What follows belongs to an exercise in optimizing a design on an open flow for small area, a short achievable clock period and few clock cycles per item; a production flow would make more cautious choices. At most, simulation tests tie the RTL to the original design; equivalence was not proved. No activity file was given, so power comes from the tool's default toggle rates.

// cobs_enc
module cobs_enc (
    input  wire       clk,
    input  wire       rst,           
    input  wire       in_valid,
    output wire       in_ready,
    input  wire [7:0] in_data,
    input  wire       in_last,       
    input  wire       in_empty,      
    input  wire       in_pre,        
    input  wire       in_cs,         
    output reg        out_valid,
    input  wire       out_ready,
    output reg  [7:0] out_data,
    output reg        out_last       
);
clock: 8.0 ns
lec_check: 0
cap_margin: 20
core_margin: 2
core_utilization: 50
cts_buf_list: sky130_fd_sc_hd__clkbuf_16
cts_cluster_diameter: 80
cts_cluster_size: 20
slew_margin: 20
standard.sh (not shown) runs the stock make flow with config.mk's settings and CLKGATE_MAP_FILE= SYNTH_SCRIPT=/design/flow/synth_recipe.tcl, a recipe that flattens the netlist after the stock synthesis.
==> flow/flow/run.sh <==
#!/bin/bash
# Layout flow: the standard flow (standard.sh, unchanged synthesis) with
# a tighter setup target for the repair steps, resizing not held to the
# original cell footprint, and port buffers from a faster buffer cell.
set -euo pipefail
bash standard.sh \
    SETUP_SLACK_MARGIN=5.2 \
    MATCH_CELL_FOOTPRINT=0 \
    "BUFFER_PORTS_ARGS=-buffer_cell sky130_fd_sc_hd__buf_4" \
    finish > standard_flow.log 2>&1
The starting point finished clean.
Testbench counts at the start, summed over its fixed seeds: cycles 22,869, bytes 21,605.
Rerun with:
--- a/flow/flow/run.sh
+++ b/flow/flow/run.sh
@@ -5,5 +5,5 @@
 set -euo pipefail
 bash standard.sh \
-    SETUP_SLACK_MARGIN=5.2 \
+    SETUP_SLACK_MARGIN=5.4 \
     MATCH_CELL_FOOTPRINT=0 \
     "BUFFER_PORTS_ARGS=-buffer_cell sky130_fd_sc_hd__buf_4" \
CORE_UTILIZATION = 40   (was 50)
Outcome:
- setup slack degrades by 0.0062 ns
- final cell count came out higher by roughly a tenth
- area after synthesis stays the same
- first-iteration DRC count came out lower by a few percent
Rerun with:
--- a/flow/flow/run.sh
+++ b/flow/flow/run.sh
@@ -5,5 +5,5 @@
 set -euo pipefail
 bash standard.sh \
-    SETUP_SLACK_MARGIN=5.4 \
+    SETUP_SLACK_MARGIN=5.2 \
     MATCH_CELL_FOOTPRINT=0 \
     "BUFFER_PORTS_ARGS=-buffer_cell sky130_fd_sc_hd__buf_4" \
CTS_BUF_LIST = sky130_fd_sc_hd__clkbuf_8   (was sky130_fd_sc_hd__clkbuf_16)
CTS_CLUSTER_DIAMETER = not set   (was 80)
CTS_CLUSTER_SIZE = 24   (was 20)
Hold slack barely changes.
Via count is higher by about 2.3%.
Power went up by 8.8%.
Clock skew is higher by 0.032 ns.
Design area rises by 0.98%.
Die area stays the same.
Rerun with:
==> flow/run.sh (new file) <==
#!/bin/bash
# synth_recipe.tcl (not shown) runs the flow's synth.tcl, then flattens the netlist and writes it again
# the make line also repeats each setting of config.mk as NAME=value (left out here)
make -C /OpenROAD-flow-scripts/flow DESIGN_CONFIG=/design/flow/config.mk WORK_HOME=/design/flow/orfs CLKGATE_MAP_FILE= SYNTH_SCRIPT=/design/flow/synth_recipe.tcl finish
SETUP_SLACK_MARGIN = 5   (was not set)
TNS_END_PERCENT = 10   (was not set)
removed: flow/flow/run.sh
removed: flow/standard.sh
Global-route usage went down by 0.27 points.
Hold slack is worse by 0.0078 ns.
Fmax fell by about 1.9%.
Utilization went down by 0.89 points.
Sequential share of layout area rose by 1.1 points.
Synthesized area stays the same.
Combinational power came out lower by about 15%.
Wire length is lower by 1.7%.
Non-clock buffer count shrinks by 39.
Critical path depth is higher by 9.
Rerun with:
CTS_BUF_LIST = sky130_fd_sc_hd__clkbuf_16   (was sky130_fd_sc_hd__clkbuf_8)
CTS_CLUSTER_DIAMETER = 80   (was not set)
CTS_CLUSTER_SIZE = 20   (was 24)
TNS_END_PERCENT = not set   (was 10)
After rerunning: The new run completed with no timing, DRC or antenna violations. Clock-buffer cell count decreases by 81. Clock power decreases by about 28%. Critical path depth decreases by 9. Routed wire length decreases by about 3.3%. Global-route usage decreases by 0.51 points. Total power decreases by 11%.
Rerun with:
==> flow/flow/run.sh (new file) <==
#!/bin/bash
# Layout flow: the standard flow (standard.sh, unchanged synthesis) with
# a tighter setup target for the repair steps, resizing not held to the
# original cell footprint, and port buffers from a faster buffer cell.
set -euo pipefail
bash standard.sh \
    SETUP_SLACK_MARGIN=5.2 \
    MATCH_CELL_FOOTPRINT=0 \
    "BUFFER_PORTS_ARGS=-buffer_cell sky130_fd_sc_hd__buf_4" \
    finish > standard_flow.log 2>&1
==> flow/standard.sh (new file) <==
#!/bin/bash
# synth_recipe.tcl (not shown) runs the flow's synth.tcl, then flattens the netlist and writes it again
# the make line also repeats each setting of config.mk as NAME=value (left out here)
make -C /OpenROAD-flow-scripts/flow DESIGN_CONFIG=/design/flow/config.mk WORK_HOME=/design/flow/orfs CLKGATE_MAP_FILE= SYNTH_SCRIPT=/design/flow/synth_recipe.tcl "${@:-finish}"
CTS_CLUSTER_DIAMETER = 60   (was 80)
CTS_CLUSTER_SIZE = 30   (was 20)
SETUP_SLACK_MARGIN = not set   (was 5)
removed: flow/run.sh
Outcome: The new run completed without violations. Clock power goes up by 22%. Area after synthesis does not change. Maximum frequency goes up by 2.7%. Final area goes up by 3.8%. Sequential share of layout area goes down by 2.3 points. Non-clock buffer count goes up by 33. Flip-flop and latch count is unchanged. Die area does not change. Clock skew goes up by 0.024 ns. Count of clock-buffer cells in the layout goes up by 2. Worst hold slack is better by 0.0084 ns.


job 1472:
cobs_enc, a different RTL version from the one above (not shown whole).
Size: ~1700 cells after synthesis, roughly 27 I/O pins, ~0.028 mm² of cells after synthesis.
clock: 8.0 ns
lec_check: 0
cap_margin: 20
core_margin: 2
core_utilization: 60
cts_buf_list: sky130_fd_sc_hd__clkbuf_8
cts_cluster_size: 24
setup_slack_margin: 5
slew_margin: 20
run.sh (not shown) runs the stock make flow with config.mk's settings and CLKGATE_MAP_FILE= SYNTH_SCRIPT=/design/flow/synth_recipe.tcl, a recipe that flattens the netlist after the stock synthesis.
Stock flow here: none of the scripts above is used.
Job 1472 closes out successfully: all stages finished, all timing, DRC and antenna checks passed.
Testbench counts of job 1472, summed over its fixed seeds: cycles 22,869, bytes 21,605.
Input changes introduced in job 799 (baseline for comparison: job 1472):
==> flow/config.mk <==
export PLATFORM = sky130hd
export DESIGN_NAME = cobs_enc
export DESIGN_NICKNAME = cobs_enc
export VERILOG_FILES = /design/flow/design.v
export SDC_FILE = /design/flow/constraint.sdc
export NUM_CORES = 4
export LEC_CHECK = 0
export CAP_MARGIN = 20
export CORE_MARGIN = 2
export CORE_UTILIZATION = 40
export SETUP_SLACK_MARGIN = 5
export SLEW_MARGIN = 20
==> comparison <==
- Looking at destination of the critical timing path, the lits_nz result is from job 799; the out_data[6] one comes from job 1472.
- The net count of the finished layout in job 799 sits about 2% below the value recorded for job 1472.
- Layout overhead on the synthesized area | job 799 above job 1472
- From job 1472 to job 799 the numbers moved as follows: fmax moved up, cell area grew by 1.8%, worst stage delay on the critical path increased 0.09 ns.
- Of job 1472 and job 799, the run reporting the lower total CTS buffers was job 799.
- Global-route usage ended up 11 points lower on job 799 than on job 1472.
- Compared with job 1472, job 799 shows a data required time of the critical path that is 0.07 ns higher.
- Job 799 against job 1472: post-placement worst setup slack now smaller; combinational group share of total power now smaller.
Input-level comparison between job 4751 and job 799:
-- flow/config.mk --
<<< job 799, line 9
export CORE_MARGIN = 2
export CORE_UTILIZATION = 40
export SETUP_SLACK_MARGIN = 5
export SLEW_MARGIN = 20
>>> job 4751, line 9
export CORE_MARGIN = 2
export CORE_UTILIZATION = 40
export SETUP_SLACK_MARGIN = 4
export SLEW_MARGIN = 20
==> comparison <==
- Compared with job 799, job 4751 shows a lower layout overhead on the synthesized area.
- Delta (job 4751 minus job 799): sequential share of layout area saw an increase; via count moved down; proportion of total power due to net switching shows no meaningful change; fraction of the cycle the final worst path needs now larger.
- Job 4751 can be clocked slower than job 799.
- Of job 4751 and job 799, it is job 4751 that has the lower share of total power in combinational logic.
- In the metrics for job 4751 and job 799, the one carrying the lower clock skew is job 799.
[inputs] job 9929 vs job 4751
-- flow/config.mk --
<<< job 4751, line 9
export CORE_MARGIN = 2
export CORE_UTILIZATION = 40
export SETUP_SLACK_MARGIN = 4
export SLEW_MARGIN = 20
>>> job 9929, line 9
export CORE_MARGIN = 2
export CORE_UTILIZATION = 40
export CTS_BUF_LIST = sky130_fd_sc_hd__clkbuf_8
export CTS_CLUSTER_SIZE = 24
export SETUP_SLACK_MARGIN = 5
export SLEW_MARGIN = 20
Results
Compared with job 4751, in job 9929 number of placed cells counting well taps comparable, proportion of synthesized chip area in sequential cells comparable, ratio of cells with drive above 1 in the final layout now larger, number of buffers inserted for hold repair after clock tree synthesis comparable. In the flow results for job 9929 and job 4751, the static leakage power is larger on job 9929. Of the two values seen for cell with the largest stage delay on the worst path, sky130_fd_sc_hd__clkdlybuf4s50_1 was produced by job 9929 and sky130_fd_sc_hd__dfxtp_2 by job 4751. Summary of job 9929 over job 4751: final-layout fill cell count down about 1.2%, maximum number of pins on one net before global-route repair down about 26%.


cobs_enc, a different RTL version from the one above (not shown whole).
Size in the first run: about 1600 cells after synthesis, roughly 680 flip-flops, about 28000 µm² of cells after synthesis.
clock: 8.0 ns
lec_check: 0
cap_margin: 20
core_margin: 2
core_utilization: 40
setup_slack_margin: 5
slew_margin: 20
The starting point finished clean.
Then changed:
- ABC_CLOCK_PERIOD_IN_PS: unset -> 3000
First-iteration DRC count stays the same.
Cell area is unchanged.
Worst setup slack does not change.
Sequential share of layout area does not change.
Combinational power barely changes.
Fmax stays the same.
Function was not checked in any run of this note: the RTL went through the layout flow alone.


== build 48 ==
Another version of the RTL of cobs_enc (not shown whole).
Size in the first run: about 1,600 cells after synthesis, about 28,000 µm² of cells after synthesis.
## cobs_enc
module cobs_enc (
    input  wire       clk,
    input  wire       rst,           
    input  wire       in_valid,
    output wire       in_ready,
    input  wire [7:0] in_data,
    input  wire       in_last,       
    input  wire       in_empty,      
    input  wire       in_pre,        
    input  wire       in_cs,         
    output reg        out_valid,
    input  wire       out_ready,
    output reg  [7:0] out_data,
    output reg        out_last       
);
Settings: LEC_CHECK=0, CAP_MARGIN=20, CORE_MARGIN=2, CORE_UTILIZATION=40, CTS_BUF_LIST=sky130_fd_sc_hd__clkbuf_8, CTS_CLUSTER_SIZE=24, SLEW_MARGIN=20; clock period 8.0 ns.
standard.sh (not shown) runs the stock make flow with config.mk's settings and CLKGATE_MAP_FILE= SYNTH_SCRIPT=/design/flow/synth_recipe.tcl, a recipe that flattens the netlist after the stock synthesis.
==> flow/flow/run.sh <==
#!/bin/bash
# Layout flow: the standard flow (standard.sh, unchanged synthesis) with
# a tighter setup target for the repair steps, resizing not held to the
# original cell footprint, and port buffers from a faster buffer cell.
set -euo pipefail
bash standard.sh \
    SETUP_SLACK_MARGIN=5.2 \
    MATCH_CELL_FOOTPRINT=0 \
    "BUFFER_PORTS_ARGS=-buffer_cell sky130_fd_sc_hd__buf_4" \
    finish > standard_flow.log 2>&1
Build 48 completed; timing, DRC and antenna clean
What build 31 does differently from build 48 at the input level:
- setting CTS_CLUSTER_DIAMETER to 80 for the first time
- changing CTS_CLUSTER_SIZE from 24 to 20
- changing CTS_BUF_LIST from sky130_fd_sc_hd__clkbuf_8 to sky130_fd_sc_hd__clkbuf_16
Results
Looking at worst-case register-to-register setup slack across both flows, build 31 is the stronger of the two, with build 48 trailing.
Build 31 vs. build 48: number of gates resized after CTS fell 2, register area held, power per cell area dropped about 4.3%.
Est. power | build 31 vs build 48 | build 31 lower
Re post-place setup slack: no difference whatsoever between build 48 and build 31.
Between build 48 and build 31, the flow reports via count decreasing by a few percent.
Input changes introduced in build 56 (baseline for comparison: build 31):
- clearing CTS_CLUSTER_DIAMETER, which used to be 80
- swapping 20 for 24 in CTS_CLUSTER_SIZE
- putting SETUP_SLACK_MARGIN at 5 where nothing was set
- swapping sky130_fd_sc_hd__clkbuf_16 for sky130_fd_sc_hd__clkbuf_8 in CTS_BUF_LIST
==> flow/run.sh (new file) <==
#!/bin/bash
# synth_recipe.tcl (not shown) runs the flow's synth.tcl, then flattens the netlist and writes it again
# the make line also repeats each setting of config.mk as NAME=value (left out here)
make -C /OpenROAD-flow-scripts/flow DESIGN_CONFIG=/design/flow/config.mk WORK_HOME=/design/flow/orfs CLKGATE_MAP_FILE= SYNTH_SCRIPT=/design/flow/synth_recipe.tcl finish
removed: flow/flow/run.sh
removed: flow/standard.sh
### Flow results
Looking at termination of the worst setup path, the out_data[6] result is from build 31; the out_data[7] one comes from build 56. Build 31 → build 56: non-clock buffer count decreased 7.3%, switching share of total power increased 0.52 points, share of layout cells above drive strength 1 essentially unchanged. Build 56 vs. build 31: count of clock-buffer cells in the layout +74; total number of vias +2.0%; detailed-router iteration count before antenna repair +1; share of final layout cell area taken by clock buffers and inverters +2.3 points.
Function was not checked in any run of this note: the RTL went through the layout flow alone.

==> static timing again, ports no longer ideal <==
The flow's constraints put no driver on any port. The routed layouts listed below were extracted and timed again, unchanged, in two steps. Step 1 assumes that a clkbuf_16 drives the clock port and a buf_2 every other input. Step 2 times the ports against the registers' clock, not the clock port: input delays grow and output delays shrink by t, the midpoint of the rising clock arrivals with the driver on. Three values: ideal, step 1, step 2; two values: the first two.
run	t (ns)	setup slack, ns	worst data-port slew with drivers (ns)
the first run of note 1	0.647	5.107 / 5.107 / 4.810	0.03
the second run of note 1	0.644	5.101 / 5.101 / 4.891	0.06
the third run of note 1	0.760	5.023 / 4.969 / 4.817	0.05
the fourth run of note 1	0.766	4.967 / 4.915 / 4.309	0.04
the fifth run of note 1	0.655	5.039 / 4.972 / 4.440	0.04
the sixth run of note 1	0.659	5.116 / 5.051 / 4.838	0.05
job 1472	0.727	4.982 / 4.982 / 4.342	0.04
job 799	0.665	4.998 / 4.998 / 4.461	0.04
job 4751	0.671	4.115 / 4.115 / 4.022	0.04
job 9929	0.766	5.027 / 5.012 / 4.297	0.04
the first run of note 3	0.679	3.737 / 3.737 / 3.276	0.04
the second run of note 3	0.679	3.737 / 3.737 / 3.276	0.04
build 48	0.752	4.965 / 4.925 / 4.843	0.03
build 31	0.656	5.020 / 5.004 / 4.834	0.03
build 56	0.747	4.982 / 4.928 / 4.386	0.03
After both steps setup and hold are still met in every run listed. For job 9929, which loses most, drivers alone change the setup slack by -0.015 ns; drivers and shift together by -0.730 ns.
